This design comes from an exercise in tuning for a short achievable clock period and few clock cycles on the open sky130 flow, not from production work. Function was checked by simulation only, so behaviour that the tests miss may differ from the original. Power and IR drop assume default switching activity.

`flow/design.v`:
```
module ca_cpu (
    input  wire        clk,
    input  wire        rst,
    input  wire        cmd_valid,
    input  wire [1:0]  cmd_op,
    input  wire [5:0]  cmd_addr,
    input  wire [15:0] cmd_data,
    output wire        cmd_ready,
    input  wire [5:0]  dbg_addr,
    output reg  [15:0] dbg_data,
    output wire [15:0] r0,
    output wire [15:0] r1,
    output wire [15:0] r2,
    output wire [15:0] r3,
    output wire [15:0] pc,
    output wire [15:0] ir,
    output wire        halted,
    output wire [1:0]  fault
);
    localparam CMD_CYCLE   = 2'd0;
    localparam CMD_FETCH   = 2'd1;
    localparam CMD_EXECUTE = 2'd2;
    localparam CMD_WRITE   = 2'd3;
    localparam OP_HALT  = 4'd0;
    localparam OP_LVAL  = 4'd1;
    localparam OP_LOAD  = 4'd2;
    localparam OP_STORE = 4'd3;
    localparam OP_ADD   = 4'd4;
    localparam OP_SUB   = 4'd5;
    localparam OP_JMP   = 4'd6;
    localparam OP_MOV   = 4'd7;
    localparam F_NONE    = 2'd0;
    localparam F_INVALID = 2'd1;
    localparam F_FETCH   = 2'd2;
    localparam F_DATA    = 2'd3;
    reg [15:0] mem [0:63];
    reg [15:0] x   [0:3];
    reg [15:0] pc_q;
    reg [15:0] ir_q;
    reg        halted_q;
    reg [1:0]  fault_q;
    reg [15:0] nw;
    reg [3:0]  rd_oh;    
    reg [3:0]  rs_oh;    
    reg [5:0]  pa1;
    reg [5:0]  wa;       
    reg [15:0] wd;
    reg s_rdy, s_wr, s_sync1, s_sync2, s_fet, s_ex1, s_ex2;
    function [63:0] onehot6(input [5:0] a);
        onehot6 = 64'd1 << a;
    endfunction
    function [7:0] onehot3(input [2:0] a);
        onehot3 = 8'd1 << a;
    endfunction
    function [3:0] onehot2(input [1:0] a);
        onehot2 = 4'd1 << a;
    endfunction
    wire running  = !halted_q && (fault_q == F_NONE);
    wire fetch_ok = (pc_q[15:6] == 10'd0);
    wire go   = cmd_valid && s_rdy && !rst && (cmd_op == CMD_CYCLE);
    wire fire = go || s_ex2;
    wire [3:0]  opcode  = nw[15:12];
    wire [1:0]  rd      = nw[9:8];
    wire [7:0]  operand = nw[7:0];
    wire [1:0]  rs      = nw[1:0];
    wire        addr_ok = (operand[7:6] == 2'b00);
    wire [15:0] m_op   = mem[operand[5:0]];
    wire [15:0] m_next = mem[pa1];
    wire [63:0] op_oh  = onehot6(operand[5:0]);
    integer k;
    wire [15:0] x_rd = ({16{rd_oh[0]}} & x[0]) | ({16{rd_oh[1]}} & x[1]) |
                       ({16{rd_oh[2]}} & x[2]) | ({16{rd_oh[3]}} & x[3]);
    wire [15:0] x_rs = ({16{rs_oh[0]}} & x[0]) | ({16{rs_oh[1]}} & x[1]) |
                       ({16{rs_oh[2]}} & x[2]) | ({16{rs_oh[3]}} & x[3]);
    wire [15:0] sum_add, sum_sub;
    ks_add16 u_add (.a(x_rd), .b(x_rs),  .cin(1'b0), .s(sum_add));
    ks_add16 u_sub (.a(x_rd), .b(~x_rs), .cin(1'b1), .s(sum_sub));
    wire is_jmp   = (opcode == OP_JMP);
    wire is_store = (opcode == OP_STORE);
    wire ex_ok    = running && (s_ex2 || fetch_ok);
    wire f2_fault = running && !s_ex2 && !fetch_ok;
    reg        x_we;
    reg [15:0] x_new;
    reg [1:0]  f_new;
    always @(*) begin
        x_we  = 1'b0;
        x_new = x_rs;
        f_new = F_NONE;
        case (opcode)
            OP_LVAL:  begin x_we = 1'b1; x_new = {8'd0, operand}; end
            OP_LOAD:  begin
                          x_we = addr_ok; x_new = m_op;
                          if (!addr_ok) f_new = F_DATA;
                      end
            OP_STORE: if (!addr_ok) f_new = F_DATA;
            OP_ADD:   begin x_we = 1'b1; x_new = sum_add; end
            OP_SUB:   begin x_we = 1'b1; x_new = sum_sub; end
            OP_MOV:   begin x_we = 1'b1; x_new = x_rs; end
            default:  if (opcode[3]) f_new = F_INVALID;
        endcase
    end
    wire [15:0] pc_seq  = s_ex2 ? pc_q : (pc_q + 16'd1);
    wire [15:0] pc_new  = is_jmp ? {8'd0, operand} : pc_seq;
    wire [5:0]  pa1_new = is_jmp ? (operand[5:0] + 6'd1) : (pa1 + 6'd1);
    wire        fwd     = is_store && addr_ok && (operand[5:0] == pa1);
    wire [15:0] nw_new  = is_jmp ? m_op : (fwd ? x_rd : m_next);
    wire store_we = fire && ex_ok && is_store && addr_ok;
    always @(posedge clk) begin
        if (rst) begin
            s_rdy    <= 1'b0;
            s_wr     <= 1'b0;
            s_sync1  <= 1'b1;
            s_sync2  <= 1'b0;
            s_fet    <= 1'b0;
            s_ex1    <= 1'b0;
            s_ex2    <= 1'b0;
            pc_q     <= 16'd0;
            ir_q     <= 16'd0;
            halted_q <= 1'b0;
            fault_q  <= F_NONE;
            x[0]     <= 16'd0;
            x[1]     <= 16'd0;
            x[2]     <= 16'd0;
            x[3]     <= 16'd0;
        end else begin
            if (s_rdy) begin
                if (cmd_valid && cmd_op != CMD_CYCLE) begin
                    s_rdy <= 1'b0;
                    s_wr  <= (cmd_op == CMD_WRITE);
                    s_fet <= (cmd_op == CMD_FETCH);
                    s_ex1 <= (cmd_op == CMD_EXECUTE);
                end
            end
            if (s_wr || s_fet || s_ex2) begin
                s_wr    <= 1'b0;
                s_fet   <= 1'b0;
                s_ex2   <= 1'b0;
                s_sync1 <= 1'b1;
            end
            if (s_ex1) begin
                s_ex1 <= 1'b0;
                s_ex2 <= 1'b1;
            end
            if (s_sync1) begin
                s_sync1 <= 1'b0;
                s_sync2 <= 1'b1;
            end
            if (s_sync2) begin
                s_sync2 <= 1'b0;
                s_rdy   <= 1'b1;
            end
            if (fire && ex_ok) begin
                ir_q <= nw;
                pc_q <= pc_new;
                if (opcode == OP_HALT) halted_q <= 1'b1;
                if (f_new != F_NONE) fault_q <= f_new;
                for (k = 0; k < 4; k = k + 1)
                    if (x_we && rd_oh[k]) x[k] <= x_new;
            end
            if (fire && f2_fault)
                fault_q <= F_FETCH;
            if (s_fet && running) begin
                if (fetch_ok) begin
                    ir_q <= nw;
                    pc_q <= pc_q + 16'd1;
                end else begin
                    fault_q <= F_FETCH;
                end
            end
        end
    end
    always @(posedge clk) begin
        if (s_rdy) begin
            wa <= cmd_addr;
            wd <= cmd_data;
        end
        if (fire && ex_ok) begin
            nw    <= nw_new;
            rd_oh <= onehot2(nw_new[9:8]);
            rs_oh <= onehot2(nw_new[1:0]);
            pa1   <= pa1_new;
        end else if (s_sync1) begin
            pa1   <= pc_q[5:0];
        end else if (s_sync2) begin
            nw    <= m_next;
            rd_oh <= onehot2(m_next[9:8]);
            rs_oh <= onehot2(m_next[1:0]);
            pa1   <= pa1 + 6'd1;
        end else if (s_ex1) begin
            nw    <= ir_q;
            rd_oh <= onehot2(ir_q[9:8]);
            rs_oh <= onehot2(ir_q[1:0]);
        end
    end
    wire [15:0] mem_wdata = s_wr ? wd : x_rd;
    wire [63:0] mem_we    = ({64{s_wr}} & onehot6(wa)) | ({64{store_we}} & op_oh);
    always @(posedge clk) begin
        for (k = 0; k < 64; k = k + 1)
            if (mem_we[k])
                mem[k] <= mem_wdata;
    end
    always @(posedge clk)
        dbg_data <= mem[dbg_addr];
    assign cmd_ready = s_rdy;
    assign r0        = x[0];
    assign r1        = x[1];
    assign r2        = x[2];
    assign r3        = x[3];
    assign pc        = pc_q;
    assign ir        = ir_q;
    assign halted    = halted_q;
    assign fault     = fault_q;
endmodule
module ks_add16 (
    input  wire [15:0] a,
    input  wire [15:0] b,
    input  wire        cin,
    output wire [15:0] s
);
    wire [15:0] p0 = a ^ b;
    wire [15:0] g0 = (a & b) | {15'd0, p0[0] & cin};
    wire [15:0] pp0 = {p0[15:1], 1'b0};
    wire [15:0] g1, p1, g2, p2, g3, p3, g4, p4;
    genvar i;
    generate
        for (i = 0; i < 16; i = i + 1) begin : l1
            if (i >= 1) begin : c
                assign g1[i] = g0[i] | (pp0[i] & g0[i-1]);
                assign p1[i] = pp0[i] & pp0[i-1];
            end else begin : n
                assign g1[i] = g0[i];
                assign p1[i] = pp0[i];
            end
        end
        for (i = 0; i < 16; i = i + 1) begin : l2
            if (i >= 2) begin : c
                assign g2[i] = g1[i] | (p1[i] & g1[i-2]);
                assign p2[i] = p1[i] & p1[i-2];
            end else begin : n
                assign g2[i] = g1[i];
                assign p2[i] = p1[i];
            end
        end
        for (i = 0; i < 16; i = i + 1) begin : l3
            if (i >= 4) begin : c
                assign g3[i] = g2[i] | (p2[i] & g2[i-4]);
                assign p3[i] = p2[i] & p2[i-4];
            end else begin : n
                assign g3[i] = g2[i];
                assign p3[i] = p2[i];
            end
        end
        for (i = 0; i < 16; i = i + 1) begin : l4
            if (i >= 8) begin : c
                assign g4[i] = g3[i] | (p3[i] & g3[i-8]);
            end else begin : n
                assign g4[i] = g3[i];
            end
        end
    endgenerate
    assign s = p0 ^ {g4[14:0], cin};
endmodule
```
`flow/constraint.sdc`:
```
create_clock -name core_clock -period 7.0 [get_ports {clk}]
set_input_delay 1.4000 -clock core_clock [delete_from_list [all_inputs] [get_ports {clk}]]
set_output_delay 1.4000 -clock core_clock [all_outputs]
set_load 0.01 [all_outputs]
```
`flow/config.mk`:
```
export PLATFORM = sky130hd
export DESIGN_NAME = ca_cpu
export DESIGN_NICKNAME = ca_cpu
export VERILOG_FILES = /design/flow/design.v
export SDC_FILE = /design/flow/constraint.sdc
export NUM_CORES = 4
export LEC_CHECK = 0
export CAP_MARGIN = 20
export CORE_MARGIN = 2
export CORE_UTILIZATION = 45
export CTS_CLUSTER_DIAMETER = 100
export CTS_CLUSTER_SIZE = 30
export GPL_TIMING_DRIVEN = 1
export PLACE_DENSITY = 0.55
export SETUP_SLACK_MARGIN = 4.0
export SLEW_MARGIN = 20
export TNS_END_PERCENT = 100
```
`flow/run.sh`:
```
#!/bin/bash
# synth_recipe.tcl (not shown) runs the flow's synth.tcl, then flattens the netlist and writes it again
# the make line also repeats each setting of config.mk as NAME=value (left out here)
make -C /OpenROAD-flow-scripts/flow DESIGN_CONFIG=/design/flow/config.mk WORK_HOME=/design/flow/orfs CLKGATE_MAP_FILE= SYNTH_SCRIPT=/design/flow/synth_recipe.tcl finish
```
==> flow_summary_export.csv, run 1 <==
group,metric,value,unit
outcome,outcome,"stopped before the end",
outcome,stop_stage,"global routing",
outcome,error_line,"[ERROR GRT-0116] Global routing finished with congestion. Check the congestion regions in the DRC Viewer.",
placed_design,io_buffers,148,
synthesis,yosys.area.top_type_share,0.5107,
synthesis,synth_warnings,3,
synthesis,synth_area_leaders,"edfxtp_1, a22oi_1, and3_1",
placed_design,place.gp.congestion,1.279,
synthesis,synth_flop_cell,"edfxtp_1",
clock_tree,cts_buffer_depth,3,
clock_tree,cts_hold_buffers,0,
floorplan,die_w,379.0,um
synthesis,synth_top_area_cell,"edfxtp_1",
floorplan,die_y,379.0,um
synthesis,netlist_area,63270,um2
grt,gr-total-overflow,52,
grt,grt_start_max_net_pins,69,
clock_tree,htree_levels,2,
grt,first_global_vias,78330,
clock_tree,cts-root-buf,"clkbuf_16",
grt,grt_first_pass_wirelength,803200,um
clock_tree,cts_made_buffers,51,
synthesis,synth_edf_count,1076,
synthesis,async_reset_ff_frac,0,
floorplan,io-pin-count,149,
grt,track_usage,0.8404,
synthesis,synth.most_common_cell,"edfxtp_1",
synthesis,syn_nets,5801,
synthesis,synth_commonest_cells,"edfxtp_1, a22oi_1, and3_1",
synthesis,netlist_instances,5724,
placed_design,pre_cts_ws,1682,ps
clock_tree,cts.sinks,1198,
placed_design,dpl-instance-area,71520,um2
synthesis,avgSynthCellArea,11.05,um2
synthesis,synth_cell_types,102,
placed_design,dpl.hpwl,370300,um
synthesis,yosysSeqAreaShare,0.5493,
floorplan,rows,137,
synthesis,synth_seq_cells,1198,
floorplan,initial_utilization,0.4535,
-- power by group through the flow --
stage / Sequential [uW] / Clock [uW] / Combinational [uW]
CTS: 7770 / 4040 / 2670
global placement: 7960 / 0 / 2030
detailed placement: 7960 / 0 / 2060
floorplan: 7920 / 0 / 986
-- what timing repair did --
action | in CTS
gates resized for setup | 1042
setup endpoints to repair | 1258
pin swaps | 233
gates cloned | 22
setup buffers | 441
endpoints found under the hold margin | 0
-- how the worst max path moves through the flow --
stage,start,endpoint,slack (ps),depth (start not counted)
after floorplan,rs_oh[0],x[0][13],3800,13
after global placement,nw[4],x[3][4],620,9
after detailed placement,nw[4],x[3][3],1680,9
after CTS,nw[1],rs_oh[1],3240,12
-- logic make-up after synthesis --
family,synth area share
AND/OR/NAND/NOR,0.1835
buffers and inverters,0.03296
multiplexers,0.008345
AO/OA/AOI/OAI,0.2130
XOR/XNOR,0.004014
adder cells (fa/ha/maj),0.008938
flip-flops,0.5493
-- routing by layer --
| metal | track usage | GRT overflow |
|---|---|---|
| met4 | 0.7979 | 26 |
| met3 | 0.7666 | 3 |
| met1 | 0.8615 | 1 |
| met2 | 0.9100 | 22 |
| met5 | 0.6552 | 0 |
-- stage by stage --
step                      instances  power [uW]
after floorplan                5724        8902
after global placement         7704        9986
after detailed placement       7725       10020
after CTS                      8280       14470
Testbench counts, summed over its fixed seeds: cycles 30,451.
==> run 2, diff against run 1 <==
--- a/flow/design.v
+++ b/flow/design.v
@@ -49,9 +49,6 @@
     function [63:0] onehot6(input [5:0] a);
         onehot6 = 64'd1 << a;
     endfunction
-    function [7:0] onehot3(input [2:0] a);
-        onehot3 = 8'd1 << a;
-    endfunction
     function [3:0] onehot2(input [1:0] a);
         onehot2 = 4'd1 << a;
     endfunction
@@ -66,15 +63,46 @@
     wire        addr_ok = (operand[7:6] == 2'b00);
     wire [15:0] m_op   = mem[operand[5:0]];
     wire [15:0] m_next = mem[pa1];
-    wire [63:0] op_oh  = onehot6(operand[5:0]);
     integer k;
     wire [15:0] x_rd = ({16{rd_oh[0]}} & x[0]) | ({16{rd_oh[1]}} & x[1]) |
                        ({16{rd_oh[2]}} & x[2]) | ({16{rd_oh[3]}} & x[3]);
     wire [15:0] x_rs = ({16{rs_oh[0]}} & x[0]) | ({16{rs_oh[1]}} & x[1]) |
                        ({16{rs_oh[2]}} & x[2]) | ({16{rs_oh[3]}} & x[3]);
-    wire [15:0] sum_add, sum_sub;
-    ks_add16 u_add (.a(x_rd), .b(x_rs),  .cin(1'b0), .s(sum_add));
-    ks_add16 u_sub (.a(x_rd), .b(~x_rs), .cin(1'b1), .s(sum_sub));
+    wire [15:0] pair_add [0:3][0:3];
+    wire [15:0] pair_sub [0:3][0:3];
+    genvar gi, gj;
+    generate
+        for (gi = 0; gi < 4; gi = gi + 1) begin : pa
+            for (gj = 0; gj < 4; gj = gj + 1) begin : pb
+                if (gi == gj) begin : same
+                    assign pair_add[gi][gj] = {x[gi][14:0], 1'b0};
+                    assign pair_sub[gi][gj] = 16'd0;
+                end else begin : diff
+                    if (gi < gj) begin : add
+                        ks_add16 u_add (.a(x[gi]), .b(x[gj]), .cin(1'b0),
+                                        .s(pair_add[gi][gj]));
+                    end else begin : addsym
+                        assign pair_add[gi][gj] = pair_add[gj][gi];
+                    end
+                    ks_add16 u_sub (.a(x[gi]), .b(~x[gj]), .cin(1'b1),
+                                    .s(pair_sub[gi][gj]));
+                end
+            end
+        end
+    endgenerate
+    reg [15:0] add_res [0:3];
+    reg [15:0] sub_res [0:3];
+    integer ii, jj;
+    always @(*) begin
+        for (ii = 0; ii < 4; ii = ii + 1) begin
+            add_res[ii] = 16'd0;
+            sub_res[ii] = 16'd0;
+            for (jj = 0; jj < 4; jj = jj + 1) begin
+                add_res[ii] = add_res[ii] | ({16{rs_oh[jj]}} & pair_add[ii][jj]);
+                sub_res[ii] = sub_res[ii] | ({16{rs_oh[jj]}} & pair_sub[ii][jj]);
+            end
+        end
+    end
     wire is_jmp   = (opcode == OP_JMP);
     wire is_store = (opcode == OP_STORE);
     wire ex_ok    = running && (s_ex2 || fetch_ok);
@@ -93,8 +121,8 @@
                           if (!addr_ok) f_new = F_DATA;
                       end
             OP_STORE: if (!addr_ok) f_new = F_DATA;
-            OP_ADD:   begin x_we = 1'b1; x_new = sum_add; end
-            OP_SUB:   begin x_we = 1'b1; x_new = sum_sub; end
+            OP_ADD:   x_we = 1'b1;
+            OP_SUB:   x_we = 1'b1;
             OP_MOV:   begin x_we = 1'b1; x_new = x_rs; end
             default:  if (opcode[3]) f_new = F_INVALID;
         endcase
@@ -155,7 +183,9 @@
                 if (opcode == OP_HALT) halted_q <= 1'b1;
                 if (f_new != F_NONE) fault_q <= f_new;
                 for (k = 0; k < 4; k = k + 1)
-                    if (x_we && rd_oh[k]) x[k] <= x_new;
+                    if (x_we && rd_oh[k])
+                        x[k] <= (opcode == OP_ADD) ? add_res[k] :
+                                (opcode == OP_SUB) ? sub_res[k] : x_new;
             end
             if (fire && f2_fault)
                 fault_q <= F_FETCH;
@@ -193,7 +223,7 @@
         end
     end
     wire [15:0] mem_wdata = s_wr ? wd : x_rd;
-    wire [63:0] mem_we    = ({64{s_wr}} & onehot6(wa)) | ({64{store_we}} & op_oh);
+    wire [63:0] mem_we    = ({64{s_wr}} & onehot6(wa)) | ({64{store_we}} & onehot6(operand[5:0]));
     always @(posedge clk) begin
         for (k = 0; k < 64; k = k + 1)
             if (mem_we[k])
==> flow/config.mk (replaced) <==
export PLATFORM = sky130hd
export DESIGN_NAME = ca_cpu
export DESIGN_NICKNAME = ca_cpu
export VERILOG_FILES = /design/flow/design.v
export SDC_FILE = /design/flow/constraint.sdc
export NUM_CORES = 4
export LEC_CHECK = 0
export ABC_CLOCK_PERIOD_IN_PS = 2500
export CAP_MARGIN = 20
export CORE_MARGIN = 2
export CORE_UTILIZATION = 40
export CTS_CLUSTER_DIAMETER = 100
export CTS_CLUSTER_SIZE = 30
export GPL_TIMING_DRIVEN = 1
export PLACE_DENSITY = 0.5
export SETUP_SLACK_MARGIN = 4.0
export SLEW_MARGIN = 20
export TNS_END_PERCENT = 100
==> flow_summary_export.csv, run 2 <==
group,metric,value,unit
clock_tree,cts_made_buffers,70,
floorplan,die_w,441.3,um
synthesis,synth_top_area_cell,"edfxtp_1",
synthesis,netlist_area,76500,um2
synthesis,syn_nets,8038,
placed_design,pre_cts_ws,1579,ps
placed_design,dpl.hpwl,495800,um
synthesis,netlist_instances,7706,
clock_tree,cts-root-buf,"clkbuf_16",
clock_tree,cts_hold_buffers,0,
synthesis,yosysSeqAreaShare,0.4543,
synthesis,avgSynthCellArea,9.927,um2
floorplan,io-pin-count,149,
placed_design,dpl-instance-area,85930,um2
synthesis,synth_flop_cell,"edfxtp_1",
synthesis,synth.most_common_cell,"a22oi_1",
outcome,outcome,"stopped before the end",
grt,track_usage,0.8542,
floorplan,initial_utilization,0.4022,
grt,first_global_vias,107400,
synthesis,synth_commonest_cells,"a22oi_1, edfxtp_1, nand2_1",
floorplan,die_y,441.3,um
clock_tree,cts.sinks,1198,
synthesis,synth_area_leaders,"edfxtp_1, a22oi_1, ha_1",
grt,gr-total-overflow,1133,
grt,grt_first_pass_wirelength,1149000,um
synthesis,synth_seq_cells,1198,
outcome,error_line,"[ERROR GRT-0116] Global routing finished with congestion. Check the congestion regions in the DRC Viewer.",
clock_tree,cts_buffer_depth,3,
placed_design,place.gp.congestion,1.236,
synthesis,async_reset_ff_frac,0,
synthesis,synth_cell_types,102,
clock_tree,htree_levels,3,
outcome,stop_stage,"global routing",
grt,grt_start_max_net_pins,107,
synthesis,synth_warnings,9,
floorplan,rows,160,
placed_design,io_buffers,148,
synthesis,synth_edf_count,1076,
synthesis,yosys.area.top_type_share,0.4224,
[run 2: cell count changes after synthesis, sizes merged, moves of 110 or more]
cell and delta:
a21oi +227, inv +148, and3 -258, clkbuf +110, xnor2 +158, nand2 +163
nor2 +144, a22oi +205, ha +239, o21ai +153
[run 2: worst max-delay path by stage]
stage	slack (ps)	endpoint	cells past startpoint	startpoint
after floorplan	3410	mem[0][2]	3	s_wr
after global placement	1410	rd_oh[1]	12	nw[0]
after detailed placement	1580	x[3][3]	11	nw[4]
after CTS	3210	nw[13]	13	pa1[1]
[run 2: power by group through the flow]
stage                     sequential [uW]  combinational (uW)  clock (uW)
after floorplan                      7930                1020           0
after global placement               7960                2240           0
after detailed placement             7970                2230           0
after CTS                            7750                3010        5430
[run 2: kinds of logic after synthesis]
group / Yosys count / share of synthesized area
muxes: 73 / 0.01011
AOI/OAI and AO/OA: 2615 / 0.2474
adders and majority gates: 299 / 0.05067
buffers and inverters: 767 / 0.04040
and+or+nand+nor: 2516 / 0.1699
xor gates and xnor gates: 238 / 0.02725
DFF: 1198 / 0.4543
[run 2: through the flow]
step | util | hold slack (ps) | power (uW) | instances
after global placement | 0.4459 | 456.9 | 10200 | 10290
after detailed placement | 0.4518 | 466.1 | 10200 | 10330
after floorplan | - | 452.1 | 8953 | 7706
after CTS | 0.5395 | 488.1 | 16200 | 11180
[run 2: per-layer routing]
metal,overflow,track usage
met2,556,0.9426
met1,67,0.8623
met3,96,0.7730
met4,401,0.8421
met5,13,0.5560
[run 2: timing repair]
action | 4_1_cts
setup buffers | 690
cloned | 36
resized for setup | 1774
pin swaps | 344
endpoints found under the setup margin | 1289
Testbench counts of run 2, summed over its fixed seeds: cycles 30,451.
